This is an optimization exercise on Yosys and OpenROAD, whose aim is small area, a short achievable clock period and few clock cycles, not a production implementation. No run shown here included a check of the RTL's function; only the layout flow was run. Power is estimated from default activity; no workload was simulated.

File: design/flow/config.mk
export PLATFORM = sky130hd
export DESIGN_NAME = gfce_codec
export DESIGN_NICKNAME = gfce_codec
export VERILOG_FILES = /design/flow/design.v
export SDC_FILE = /design/flow/constraint.sdc
export NUM_CORES = 4
export LEC_CHECK = 0
export CAP_MARGIN = 20
export CORE_MARGIN = 2
export CORE_UTILIZATION = 35
export CTS_BUF_LIST = sky130_fd_sc_hd__clkbuf_8
export SETUP_SLACK_MARGIN = 2.0
export SLEW_MARGIN = 20
File: design/flow/constraint.sdc
create_clock -name core_clock -period 4.0 [get_ports {clk}]
set_input_delay 0.8000 -clock core_clock [delete_from_list [all_inputs] [get_ports {clk}]]
set_output_delay 0.8000 -clock core_clock [all_outputs]
set_load 0.01 [all_outputs]
File: design/flow/design.v
module gfce_crc_byte (
    input  wire [15:0] crc_in,
    input  wire [7:0]  data,
    output reg  [15:0] crc_out
);
    integer i;
    always @(*) begin
        crc_out = crc_in ^ {8'h00, data};
        for (i = 0; i < 8; i = i + 1) begin
            if (crc_out[0])
                crc_out = (crc_out >> 1) ^ 16'h8408;
            else
                crc_out = crc_out >> 1;
        end
    end
endmodule
module gfce_tx #(
    parameter [7:0] LOCAL_ADDR = 8'h42
) (
    input  wire       clk,
    input  wire       rst,
    input  wire       req_valid,
    output wire       req_ready,
    input  wire [7:0] req_dest,
    input  wire [7:0] req_cmd,
    input  wire [7:0] req_plen,
    input  wire       pl_valid,
    output wire       pl_ready,
    input  wire [7:0] pl_data,
    output wire       out_valid,
    input  wire       out_ready,
    output wire [7:0] out_data,
    output wire       done,
    output wire [3:0] done_status,
    output wire [7:0] done_inserted
);
    localparam [7:0] ACK = 8'hE1, SOF = 8'hE2, EOF = 8'hE3;
    localparam [15:0] CRC_SOF = 16'hC4FF;    
    reg s_start, s_dest, s_len, s_src, s_cmd, s_pay, s_crch, s_crcl, s_eof, s_ack, s_rej;
    reg        hv;             
    reg [7:0]  h;              
    reg        e0;             
    reg        e1;             
    reg [15:0] crc;            
    reg [7:0]  count;          
    reg [7:0]  inserted;       
    reg        ack_held;       
    reg        pay_go;         
    reg        pay_idle;       
    assign out_valid     = hv;
    assign out_data      = {h[7:6], h[5] & !e1, h[4:2], h[1:0] & {2{!e0}}};
    assign done          = s_rej || (ack_held && out_ready);
    assign done_status   = {s_rej, 3'b000};
    assign done_inserted = inserted;
    wire gen = !hv || (out_ready && !e0);
    function automatic is_res(input [7:0] b);
        is_res = (b[7:2] == 6'b111000);
    endfunction
    wire       too_long = (req_plen[7:3] == 5'b11111);    
    wire [7:0] fc = ({8{s_dest}} & req_dest) | ({8{s_len}} & count) |
                    ({8{s_src}} & LOCAL_ADDR) | ({8{s_cmd}} & req_cmd) |
                    ({8{s_pay}} & pl_data);
    wire [7:0] fb = fc | ({8{s_crch}} & crc[15:8]) | ({8{s_crcl}} & crc[7:0]) |
                    ({8{s_start}} & SOF) | ({8{s_eof}} & EOF) | ({8{s_ack}} & ACK);
    wire res = (s_dest && is_res(req_dest)) || (s_len && is_res(count)) ||
               (s_cmd && is_res(req_cmd)) || (s_pay && is_res(pl_data)) ||
               (s_crch && is_res(crc[15:8])) || (s_crcl && is_res(crc[7:0]));
    wire [15:0] crc_next;
    gfce_crc_byte u_crc (.crc_in(crc), .data(fc), .crc_out(crc_next));
    wire interior = s_dest || s_len || s_src || s_cmd || s_pay || s_crch || s_crcl;
    wire ready_st = (interior && !s_pay) || (s_pay && pl_valid) || s_eof || s_ack;
    wire start    = s_start && req_valid && !too_long;    
    wire push     = gen && (ready_st || start);            
    wire proc     = gen && ready_st;
    wire reject   = s_start && !hv && req_valid && too_long;
    assign req_ready = s_rej || (s_cmd && out_ready);
    assign pl_ready  = pay_idle || (pay_go && out_ready);
    reg s_start_n, s_dest_n, s_len_n, s_src_n, s_cmd_n, s_pay_n, s_crch_n, s_crcl_n,
        s_eof_n, s_ack_n, s_rej_n, hv_n, e0_n, e1_n;
    always @(*) begin
        {s_start_n, s_dest_n, s_len_n, s_src_n, s_cmd_n, s_pay_n, s_crch_n, s_crcl_n,
         s_eof_n, s_ack_n, s_rej_n} =
            {s_start, s_dest, s_len, s_src, s_cmd, s_pay, s_crch, s_crcl, s_eof, s_ack, s_rej};
        hv_n = hv;
        e0_n = e0;
        e1_n = e1;
        if (push) begin
            hv_n = 1'b1;
            e0_n = res;
            e1_n = 1'b0;
        end else if (hv && out_ready) begin
            if (e0) begin
                e0_n = 1'b0;
                e1_n = 1'b1;
            end else begin
                hv_n = 1'b0;
                e1_n = 1'b0;
            end
        end
        if (gen && start) begin
            s_start_n = 1'b0;
            s_dest_n  = 1'b1;
        end
        if (reject) begin
            s_start_n = 1'b0;
            s_rej_n   = 1'b1;
        end
        if (s_rej) begin
            s_rej_n   = 1'b0;
            s_start_n = 1'b1;
        end
        if (proc) begin
            s_dest_n = 1'b0;
            s_len_n  = s_dest;
            s_src_n  = s_len;
            s_cmd_n  = s_src;
            s_crcl_n = s_crch;
            s_eof_n  = s_crcl;
            s_ack_n  = s_eof;
            if (s_ack) s_start_n = 1'b1;
            if (s_cmd) begin
                s_pay_n  = (count != 8'd8);
                s_crch_n = (count == 8'd8);
            end else begin
                s_pay_n  = s_pay && (count != 8'd9);
                s_crch_n = s_pay && (count == 8'd9);
            end
        end
    end
    always @(posedge clk) begin
        if (rst) begin
            {s_start, s_dest, s_len, s_src, s_cmd, s_pay, s_crch, s_crcl, s_eof, s_ack, s_rej} <=
                11'b100_0000_0000;
            hv       <= 1'b0;
            e0       <= 1'b0;
            e1       <= 1'b0;
            ack_held <= 1'b0;
            pay_go   <= 1'b0;
            pay_idle <= 1'b0;
        end else begin
            {s_start, s_dest, s_len, s_src, s_cmd, s_pay, s_crch, s_crcl, s_eof, s_ack, s_rej} <=
                {s_start_n, s_dest_n, s_len_n, s_src_n, s_cmd_n, s_pay_n, s_crch_n, s_crcl_n,
                 s_eof_n, s_ack_n, s_rej_n};
            hv       <= hv_n;
            e0       <= e0_n;
            e1       <= e1_n;
            ack_held <= (gen && s_ack) || (ack_held && !out_ready);
            pay_go   <= s_pay_n && !e0_n;
            pay_idle <= s_pay_n && !hv_n;
        end
    end
    always @(posedge clk) begin
        if (push) h <= fb;
        if (gen && start)
            crc <= CRC_SOF;
        else if (proc && (s_dest || s_len || s_src || s_cmd || s_pay))
            crc <= crc_next;
        if (gen && start)
            inserted <= 8'd0;
        else if (hv && e0 && out_ready)
            inserted <= inserted + 8'd1;
        if (s_start)
            count <= {req_plen[7:3] + 5'd1, req_plen[2:0]};
        else if (proc && s_pay)
            count <= count - 8'd1;
    end
endmodule
module gfce_rx (
    input  wire       clk,
    input  wire       rst,
    input  wire       in_valid,
    output wire       in_ready,
    input  wire [7:0] in_data,
    output reg        pl_valid,
    output reg  [7:0] pl_data,
    output reg        done,
    output wire [3:0] status,
    output wire [7:0] msg_dest,
    output wire [7:0] msg_len,
    output wire [7:0] msg_src,
    output wire [7:0] msg_cmd
);
    localparam [7:0] ESC = 8'hE0, SOF = 8'hE2, EOF = 8'hE3;
    localparam [7:0] RX_LIMIT = 8'd255;    
    localparam [15:0] CRC_SOF = 16'hC4FF;  
    reg [7:0]  idx;         
    reg        escp;        
    reg        escerr;      
    reg        len_ok;      
    reg        early;       
    reg [15:0] crc;         
    reg [7:0]  d1, d2;      
    reg [7:0]  b_dest, b_len, b_src, b_cmd;
    reg [2:0]  st;
    assign in_ready = 1'b1;
    assign status   = {1'b0, st};
    assign msg_dest = b_dest;
    assign msg_len  = b_len;
    assign msg_src  = b_src;
    assign msg_cmd  = b_cmd;
    wire [15:0] crc_next;
    gfce_crc_byte u_crc (.crc_in(crc), .data(d2), .crc_out(crc_next));
    wire is_sof = (in_data == SOF);
    wire is_eof = (in_data == EOF);
    wire is_esc = (in_data == ESC);
    wire [7:0] value    = {in_data[7:6], in_data[5] ^ escp, in_data[4:0]};
    wire       reserved = (value[7:2] == 6'b111000);
    wire       other    = in_valid && !is_sof && !is_eof && !is_esc;
    wire       store    = other && (idx != RX_LIMIT);
    wire       restart  = in_valid && (is_sof || is_eof);
    wire len_bad = (idx[7:1] == 7'd0) || !len_ok;
    wire crc_bad = (crc != {d2, d1});
    wire lowlen   = (b_len[7:3] == 5'd0);
    wire lsmall  = len_bad || (!crc_bad && lowlen);
    wire [2:0] eof_status = {escerr || escp || (!len_bad && crc_bad),
                             escerr || escp || lsmall,
                             escerr || (!escp && lsmall)};
    always @(posedge clk) begin
        if (rst) begin
            idx      <= 8'd0;
            escp     <= 1'b0;
            escerr   <= 1'b0;
            pl_valid <= 1'b0;
            done     <= 1'b0;
            early    <= 1'b1;
        end else begin
            done     <= in_valid && is_eof;
            pl_valid <= store && (idx >= 8'd6);
            if (restart) begin
                early  <= 1'b1;
                idx    <= 8'd0;
                escp   <= 1'b0;
                escerr <= 1'b0;
            end else if (in_valid && is_esc) begin
                if (escp)
                    escerr <= 1'b1;
                escp <= 1'b1;
            end else if (other) begin
                escp <= 1'b0;
                if (escp && !reserved)
                    escerr <= 1'b1;
                if (store)
                    idx <= idx + 8'd1;
                if (store && idx[1:0] == 2'd3)
                    early <= 1'b0;
            end
        end
    end
    always @(posedge clk) begin
        pl_data <= d2;
        if (in_valid && is_eof)
            st <= eof_status;
        if (rst || restart)
            crc <= CRC_SOF;
        else if (store && (idx >= 8'd2))
            crc <= crc_next;
        if (store) begin
            d1 <= value;
            d2 <= d1;
            if (idx == 8'd1)
                len_ok <= (value == 8'd4);
            else
                len_ok <= ({1'b0, b_len} == {1'b0, idx} + 9'd3);
            if (early) begin
                case (idx[1:0])
                    2'd0: b_dest <= value;
                    2'd1: b_len  <= value;
                    2'd2: b_src  <= value;
                    2'd3: b_cmd  <= value;
                endcase
            end
        end
    end
endmodule
module gfce_codec (
    input  wire       clk,
    input  wire       rst,
    input  wire       tx_req_valid,
    output wire       tx_req_ready,
    input  wire [7:0] tx_req_dest,
    input  wire [7:0] tx_req_cmd,
    input  wire [7:0] tx_req_plen,
    input  wire       tx_pl_valid,
    output wire       tx_pl_ready,
    input  wire [7:0] tx_pl_data,
    output wire       tx_out_valid,
    input  wire       tx_out_ready,
    output wire [7:0] tx_out_data,
    output wire       tx_done,
    output wire [3:0] tx_done_status,
    output wire [7:0] tx_done_inserted,
    input  wire       rx_in_valid,
    output wire       rx_in_ready,
    input  wire [7:0] rx_in_data,
    output wire       rx_pl_valid,
    output wire [7:0] rx_pl_data,
    output wire       rx_done,
    output wire [3:0] rx_status,
    output wire [7:0] rx_dest,
    output wire [7:0] rx_len,
    output wire [7:0] rx_src,
    output wire [7:0] rx_cmd
);
    gfce_tx #(.LOCAL_ADDR(8'h42)) u_tx (
        .clk(clk), .rst(rst),
        .req_valid(tx_req_valid), .req_ready(tx_req_ready),
        .req_dest(tx_req_dest), .req_cmd(tx_req_cmd), .req_plen(tx_req_plen),
        .pl_valid(tx_pl_valid), .pl_ready(tx_pl_ready), .pl_data(tx_pl_data),
        .out_valid(tx_out_valid), .out_ready(tx_out_ready), .out_data(tx_out_data),
        .done(tx_done), .done_status(tx_done_status), .done_inserted(tx_done_inserted)
    );
    gfce_rx u_rx (
        .clk(clk), .rst(rst),
        .in_valid(rx_in_valid), .in_ready(rx_in_ready), .in_data(rx_in_data),
        .pl_valid(rx_pl_valid), .pl_data(rx_pl_data),
        .done(rx_done), .status(rx_status),
        .msg_dest(rx_dest), .msg_len(rx_len), .msg_src(rx_src), .msg_cmd(rx_cmd)
    );
endmodule
File: design/flow/flow/run.sh
#!/bin/bash
set -euo pipefail
export BUFFER_PORTS_ARGS="-buffer_cell sky130_fd_sc_hd__buf_1"
bash standard.sh > standard_flow.log 2>&1
File: design/flow/standard.sh
#!/bin/bash
# synth_recipe.tcl (not shown) runs the flow's synth.tcl, then flattens the netlist and writes it again
# the make line also repeats each setting of config.mk as NAME=value (left out here)
make -C /OpenROAD-flow-scripts/flow DESIGN_CONFIG=/design/flow/config.mk WORK_HOME=/design/flow/orfs CLKGATE_MAP_FILE= SYNTH_SCRIPT=/design/flow/synth_recipe.tcl "${@:-finish}"
==> results of run 1 <==
==> cell type report <==
class,instances,area share [%]
Clock buffer,17,2.76
Multi-Input combinational cell,446,39.1
Timing Repair Buffer,144,8.40
Tap cell,265,3.91
Clock inverter,15,2.46
Inverter,10,0.487
Sequential cell,146,42.8
Timing Repair inverter,1,0.0886
==> metal layers <==
layer	share of wire (%)	wire length, microns	vias to the layer above
met3	4.2	736	14
met2	49	8570	133
met4	1.1	201	0
li1	-	-	2554
met1	46	7990	2561
met5	0	0	-
==> metrics by stage <==
stage               total power (W)  util [%]  cells
floorplan                   0.00251         -    639
global placement            0.00268      39.2    979
global route                0.00423      43.6   1044
CTS                         0.00402      42.6   1031
finish                      0.00402      43.6   1044
detailed placement          0.00269      39.2    979
==> kinds of logic (layout without fill, tap and decap cells) <==
family,count (synthesis),in the layout,synth area share (%)
DFF,146,146,51.9
buffers and inverters,49,187,3.88
xor gates and xnor gates,89,89,12.8
other,2,5,0.108
adders and majority gates,10,10,1.80
AOI/OAI and AO/OA,104,104,10.6
muxes,20,20,2.89
and+or+nand+nor,216,218,16.0
==> layout by cell type (no fill, tap or decap), types with 19 or more instances in the layout <==
| cell type | instances |
|---|---|
| a21oi_1 | 19 |
| buf_1 | 99 |
| buf_4 | 32 |
| dfxtp_1 | 65 |
| edfxtp_1 | 68 |
| mux2i_1 | 20 |
| nand2_1 | 53 |
| nand4_1 | 19 |
| nor2_1 | 47 |
| xnor2_1 | 54 |
| xor2_1 | 25 |
==> power by group through the flow <==
stage | registers [W] | clock network [W] | logic [W]
after floorplan | 0.00184 | 0 | 0.000669
after global placement | 0.00189 | 0 | 0.000784
after detailed placement | 0.00189 | 0 | 0.000795
after CTS | 0.00186 | 0.00134 | 0.000827
after global routing | 0.00188 | 0.00140 | 0.000951
final | 0.00186 | 0.00130 | 0.000864
==> how the worst max path moves through the flow <==
stage	startpoint	endpoint	slack, ns	cells after the start
finish	tx_out_ready	tx_pl_ready	1.97	3
global route	tx_req_plen[3]	u_tx.crc[9]	1.92	9
CTS	tx_out_ready	tx_pl_ready	1.97	3
detailed placement	rx_in_data[7]	u_rx.b_dest[5]	0.99	6
global placement	rx_in_data[7]	u_rx.b_src[0]	1.03	6
floorplan	rx_in_data[2]	u_rx.b_cmd[0]	1.61	5
==> timing repair <==
item                                    in CTS  in global routing
endpoints found under the setup margin     117                110
gates resized for setup                     25                 36
setup buffers                               17                 13
hold endpoints to repair                     0                  0
pin swaps                                    4                  9
cloned                                       3                  0
==> results by group, run 1 <==
Yosys
  • Cell area after synthesis: 6940 sq um
  • Main synth FF type: dfxtp_1
  • Avg Cell Area, Syn: 10.9 sq um
  • Area contributors post-synth: edfxtp_1 (29%), dfxtp_1 (23%), xnor2_1 (6.9%)
  • Synth Warn #: 3
  • Synth top area share: 29.4%
  • Number of flops mapped to enable cells by yosys: 68
  • Ys async rst share: 0%
  • Yosys cell types: 65
  • Synth area leader: edfxtp_1
  • Top cells by count, synth: dfxtp_1 (78), edfxtp_1 (68), nand2_1 (56), xnor2_1 (55), nor2_1 (47)
  • #FFs+latches synth: 146
  • Most frequent cell after synthesis: dfxtp_1
  • Sequential share of the synthesized area: 51.9%
  • Synth Instances: 636

STA
  • RSZ-0062 raised after global routing: yes
  • Final period utilization: 50.7%
  • Fin Hold WS: 0.431 ns
  • Fin crit period: 2.03 ns
  • Slew Limit Fails: 0
  • Setup_tns: 0 ns
  • Endpoints failing setup: 0
  • Final Hold Viols: 0
  • F_max: 493 MHz
  • Worst Skew: 0.0219 ns
  • Max-slew headroom: ~63%
  • PnR worst setup slack: 1.97 ns
  • Least-Margin Pin Slew: about 0.55 ns

Die
  • Die area: 21000 sq um
  • Die width: 145 microns
  • Core Region: 19500 sq um
  • # IOs: 117
  • Initial core utilization: 35.6%
  • Num rows: 51
  • Die height: ~140 microns

Run status
  • Status: timing/DRC/antenna clean

Final layout
  • Final Net Count: 822
  • Synth-to-Final Area Change: 22.2%
  • ANT cells: 0
  • # fillers: around 1.9k
  • Layout cells sized above 1: 16.7%
  • Area of the multi-input gates: roughly 3300 sq um
  • Register Area: 3630 sq um
  • Post-route cell area: 8480 sq um
  • Top flop regs: u_rx.crc x16, u_tx.crc x16

Detailed routing
  • Vias/cell: just over 5
  • DR vias: 5262
  • Final wirelength: 17500 microns
  • DRT Pass-1 Iters: 5
  • Final ANT Viol Nets: 0
  • Initial drt markers: 291
  • Drc violations: 0
  • Drt wl/cell: between 15 and 20 microns

Setup path
  • Critical path data required time: 3.20 ns
  • WP data arrival: 1.23 ns
  • Crit-path max cell delay: around 0.18 ns
  • CP Max Fanout: 7
  • R2R depth: 5
  • Reg2Reg Setup Slack: roughly 2.1 ns
  • CP delay by family, top: buffers and inverters
  • Startpoint Class: input port
  • CP cell instances: buf_8, a21o_1, clkbuf_2
  • Setup crit end kind: output port
  • R2r startpoint: u_tx.count[0]
  • Worst R2R End: u_tx.crc[7]
  • Slowest cell on the critical path: a21o_1
  • Buf/Inv on CP: 2
  • Critical path type: in -> out

Min path
  • Worst hold stages: 0
  • Hold WC Path Type: reg -> reg
  • Hold path start: u_rx.d2[6]
  • Worst Hold Path EP: u_rx.pl_data[6]

Placement
  • GP Congestion: 0.815
  • Dpl ws: 0.989 ns
  • IO Port Bufs: 111
  • Dpl hpwl: 12100 microns
  • Placed Area: around 7600 sq um

Power and ir drop
  • Power Dens Cells: 475 nW/um^2
  • Maximum VDD drop: between 0.2 and 0.3 mV
  • Sw Share: approximately 30%
  • Clock Power Share: between 30% and 40%
  • Combinational Power Share: 21.5%
  • Leak pwr: ~3.2 nW
  • Net Sw Power: between 0.001 and 0.0015 W
  • Reg power frac: about 46%
  • Design internal power: 0.00282 W

Global routing
  • Global-route wire length before repair: 27700 microns
  • M3 GR Usage: between 3 and 4%
  • Number of global-route vias before repair: 5134
  • Total grt overflow: 0
  • Top Usage Layer GRT: met2
  • Tot GR Track Use: 17.3%
  • GRT met2 Usage: 28.3%
  • Global-route met1 utilization: between 20% and 30%
  • Largest net degree at the start of global routing: 25
  • Initial antenna violation count: 0

Clock tree
  • Worst-path clk slew: 0.10 ns
  • Cts hold-fix bufs: 0
  • TritonCTS clock tree: yes
  • Max Buffers Root-to-Sink: 2
  • Clk root buf: clkbuf_8
  • CTS Buf Count: 17
  • Worst skew pair latency: 0.46 ns
  • Clock Sink Count: 146
  • CTS H-Tree Depth: 4

Job
  • Max_cap viols: 0
==> run 2, diff against run 1 <==
--- a/design/flow/config.mk
+++ b/design/flow/config.mk
@@ -11,3 +11,3 @@
 export CTS_BUF_LIST = sky130_fd_sc_hd__clkbuf_8
-export SETUP_SLACK_MARGIN = 2.0
+export SETUP_SLACK_MARGIN = 1.9
 export SLEW_MARGIN = 20
==> run 2 against run 1 <==
  * Clock skew down 0.0064 ns
  * Combinational power down 4.1%
  * Fmax down 2.9%
  * Sequential cell count unchanged
  * Clock-buffer cell count unchanged
  * Clock power down 5%
  * Highest routed layer unchanged
  * Wire length down 0.79%
  * Register-to-register slack worse by 0.06 ns
  * Worst hold slack better by 0.014 ns
  * Non-clock buffer count down 12
  * Power down 2.2%
==> results by group, run 2 <==
Power and ir drop
  • Design internal power: 0.00273 W (-3.3%)
  • Sw Share: 30.6% (+0.76 points)
  • Power Total: 0.00393 W (-2.2%)
  • Reg power frac: 47.3% (+1.1 points)
  • Maximum VDD drop: 0.316 mV (+11%)
  • Leak pwr: 3.08 nW (-3.5%)
  • Combinational Power Share: 21.1% (-0.4 points)
  • Net Sw Power: 0.00120 W (+0.31%)
  • Power Dens Cells: 476 nW/um^2 (+0.36%)
  • Clock Power Share: 31.6% (-0.7 points)

Setup path
  • CP Max Fanout: 11 (+4)
  • Reg2Reg Setup Slack: 2.01 ns (-0.06 ns)
  • Crit-path max cell delay: 0.31 ns (+0.13 ns)
  • Startpoint Class: input port
  • Critical path data required time: 4.36 ns (+1.16 ns)
  • R2R depth: 6 (+1)
  • WP data arrival: 2.46 ns (+1.23 ns)
  • Slowest cell on the critical path: a2111oi_2
  • Setup crit end kind: register
  • CP cell instances: buf_1, ha_1, and3_1, ha_2, nor2_1, nand2_2, and4_1, a2111oi_2
  • Critical path type: in -> reg

Yosys
  • Cell area after synthesis: 6940 sq um (unchanged)
  • Number of flops mapped to enable cells by yosys: 68 (unchanged)
  • Synth top area share: 29.4% (unchanged)
  • Area contributors post-synth: edfxtp_1 (29%), dfxtp_1 (23%), xnor2_1 (6.9%)
  • Top cells by count, synth: dfxtp_1 (78), edfxtp_1 (68), nand2_1 (56), xnor2_1 (55), nor2_1 (47)
  • Synth Instances: 636 (unchanged)
  • XOR/XNOR share of the synthesized area: 12.8% (unchanged)
  • Yosys cell types: 65 (unchanged)
  • Synth area leader: edfxtp_1
  • Largest family of logic cells by synthesized area: simple AND/OR/NAND/NOR gates
  • Ys async rst share: 0% (unchanged)
  • #FFs+latches synth: 146 (unchanged)
  • Main synth FF type: dfxtp_1
  • Synthesized-area fraction occupied by adder cells: 1.80% (unchanged)
  • Sequential share of the synthesized area: 51.9% (unchanged)
  • Post-Synth Simple-Gate Area: 16.0% (unchanged)
  • Post-synthesis compound-gate area fraction: 10.6% (unchanged)
  • Avg Cell Area, Syn: 10.9 sq um (unchanged)
  • Most frequent cell after synthesis: dfxtp_1
  • Mux contribution to synthesized area: 2.89% (unchanged)
  • Synth Warn #: 3 (unchanged)

STA
  • Final period utilization: 52.3% (+1.5 points)
  • Max-slew headroom: 63.6% (+0.46 points)
  • Slew Limit Fails: 0 (unchanged)
  • Setup_tns: 0 ns (unchanged)
  • Fin crit period: 2.09 ns (+0.0610 ns)
  • Least-Margin Pin Slew: 0.542 ns (-0.0100 ns)
  • Final Hold Viols: 0 (unchanged)
  • F_max: 478 MHz (-2.9%)
  • RSZ-0062 raised after global routing: yes
  • Worst Skew: 0.0155 ns (-0.00637 ns)
  • Endpoints failing setup: 0 (unchanged)
  • PnR worst setup slack: 1.91 ns (-0.0610 ns)

Placement
  • Dpl hpwl: 12400 microns (+2.2%)
  • GP Congestion: 0.813 (-0.29%)
  • IO Port Bufs: 111 (unchanged)
  • Dpl ws: 0.957 ns (-0.0316 ns)

Clock tree
  • Clk root buf: clkbuf_8
  • Worst-path clk slew: 0.09 ns (about the same)
  • Clock Sink Count: 146 (unchanged)
  • Worst skew pair latency: 0.46 ns (about the same)
  • CTS H-Tree Depth: 4 (unchanged)
  • Max Buffers Root-to-Sink: 2 (unchanged)
  • TritonCTS clock tree: yes
  • CTS Buf Count: 17 (unchanged)

Final layout
  • # fillers: 1916 (+0.90%)
  • Synth-to-Final Area Change: 19.1%
  • Commonest cells after routing, fill and taps aside: buf_1 (105), dfxtp_1 (70), edfxtp_1 (68), xnor2_1 (54), nand2_1 (52)
  • Top flop regs: u_rx.crc x16, u_tx.crc x16
  • Layout cells sized above 1: 13.2% (-3.5 points)
  • Final Net Count: 810 (-1.5%)
  • Commonest non-fill, non-tap cell in the layout: buf_1
  • Layout Utilization: 42.4% (-1.1 points)
  • ANT cells: 0 (unchanged)

Detailed routing
  • Met1 Wirelength: 8050 microns (+0.80%)
  • DR WL met3: 906 microns (+23%)
  • Drc violations: 0 (unchanged)
  • DRT Pass-1 Iters: 4 (-1)
  • Final ANT Viol Nets: 0 (unchanged)
  • Highest metal layer with signal wires: met4
  • Wire length on met2: 8140 microns (-5.0%)
  • Final wirelength: 17400 microns (-0.79%)
  • Vias/cell: 5.07 (+0.57%)
  • DR vias: 5231 (-0.59%)
  • Initial drt markers: 403 (+38%)
  • Drt wl/cell: 16.8 microns (+0.37%)

Die
  • # IOs: 117 (unchanged)
  • Die height: 145 microns (unchanged)
  • Die area: 21000 sq um (unchanged)
  • Num rows: 51 (unchanged)
  • Die width: 145 microns (unchanged)
  • Core Region: 19500 sq um (unchanged)
  • Initial core utilization: 35.6% (unchanged)

Run status
  • Status: timing/DRC/antenna clean

Global routing
  • Global-route wire length before repair: 27500 microns (-0.82%)
  • Initial antenna violation count: 0 (unchanged)
  • Largest net degree at the start of global routing: 25 (unchanged)
  • Total grt overflow: 0 (unchanged)
  • Tot GR Track Use: 17.2% (-0.095 points)
  • Number of global-route vias before repair: 5029 (-2.0%)

Min path
  • Hold WC Path Type: reg -> reg
  • Worst hold stages: 0 (unchanged)

Job
  • Max_cap viols: 0 (unchanged)
run 2: cell counts after synthesis:
No cell type changed its count.
run 2: critical path, delay by kind of cell:
| family | cells | cell delay (ns) |
|---|---|---|
| AO/OA/AOI/OAI | 1 | 0.31 |
| AND/OR/NAND/NOR | 4 | 0.81 |
| adder cells (fa/ha/maj) | 2 | 0.43 |
| buffers and inverters | 1 | 0.10 |
run 2: repair_timing:
action / 4_1_cts / 5_1_grt
gates resized for setup: 22 / 11
gates cloned: 2 / 1
hold buffers: 0 / 0
pin swaps: 4 / 5
buffers inserted: 11 / 6
setup endpoints to repair: 112 / 75
run 2: final timing paths:
path	startpoint	endpoint
max	tx_req_plen[3]	u_tx.pay_go
min	u_rx.d2[4]	u_rx.pl_data[4]
max reg2reg	u_rx.idx[3]	u_rx.crc[6]
min reg2reg	u_rx.d2[4]	u_rx.pl_data[4]
run 2: cell type report:
type                            count  area (sq um)  share of cell area [%]
Sequential cell                   146          3620                    43.8
Inverter                           10          41.3                   0.500
Tap cell                          265           332                    4.01
Multi-Input combinational cell    446          3240                    39.2
Timing Repair inverter              1          7.51                  0.0909
Timing Repair Buffer              132           601                    7.27
Clock buffer                       17           234                    2.83
Clock inverter                     15           188                    2.27
run 2: through the flow:
stage | instance area [sq um] | hold WS [ns] | std cells
finish | 8260 | 0.445 | 1032
global placement | 7590 | 0.433 | 980
floorplan | 7060 | 0.409 | 639
detailed placement | 7590 | 0.431 | 980
CTS | 8190 | 0.451 | 1025
global route | 8260 | 0.463 | 1032
run 2: routing by layer:
metal / global-route usage [%] / vias up
met4: 4.96 / 0
met2: 27.5 / 157
li1: - / 2531
met5: 0 / -
met1: 23.4 / 2524
met3: 3.98 / 19
run 2: logic make-up (layout without fill, tap and decap cells):
| family | Yosys count | in the layout |
|---|---|---|
| buf+inv | 49 | 175 |
| simple gates | 216 | 218 |
| xor+xnor | 89 | 89 |
| fa+ha+maj | 10 | 10 |
| other cells | 2 | 5 |
| compound gates | 104 | 104 |
| flops | 146 | 146 |
| mux | 20 | 20 |
run 2: power by group through the flow:
stage	logic [W]	clock network [W]	registers [W]
after floorplan	0.000660	0	0.00184
after global placement	0.000777	0	0.00189
after detailed placement	0.000791	0	0.00189
after CTS	0.000818	0.00127	0.00186
after global routing	0.000915	0.00134	0.00188
final	0.000829	0.00124	0.00186

==> what the ideal ports hide <==
The results above use ideal ports. As a check the final layouts listed here were re-extracted and re-timed, cells and wires unchanged.
Step 1 (the two cells are an assumption about what drives the block):
set clk [get_ports {clk}]
set_driving_cell -lib_cell sky130_fd_sc_hd__clkbuf_16 $clk
set_driving_cell -lib_cell sky130_fd_sc_hd__buf_2 [delete_from_list [all_inputs] $clk]
Step 2 moves the port delays by t, midway between the first and last clock arrival at a register: inputs arrive t later, outputs are due t later. That takes back most of the time a late clock gives input paths.
a / b / c = ideal / step 1 / step 2; a / b = the first two.
run | t, ns | setup WS [ns] | worst setup path at the end | clock arrival spread, ns | slew at the worst register clock pin (ns)
run 1 | 0.484 | 1.970 / 1.932 / 1.542 | input to register | 0.027 / 0.028 | 0.10 / 0.10
run 2 | 0.494 | 1.909 / 1.910 / 1.432 | input to register | 0.017 / 0.016 | 0.10 / 0.10
After both steps every run listed still meets setup and hold. The setup slack of run 2, which loses most, moves by +0.001 ns with the drivers and by -0.477 ns with both steps.
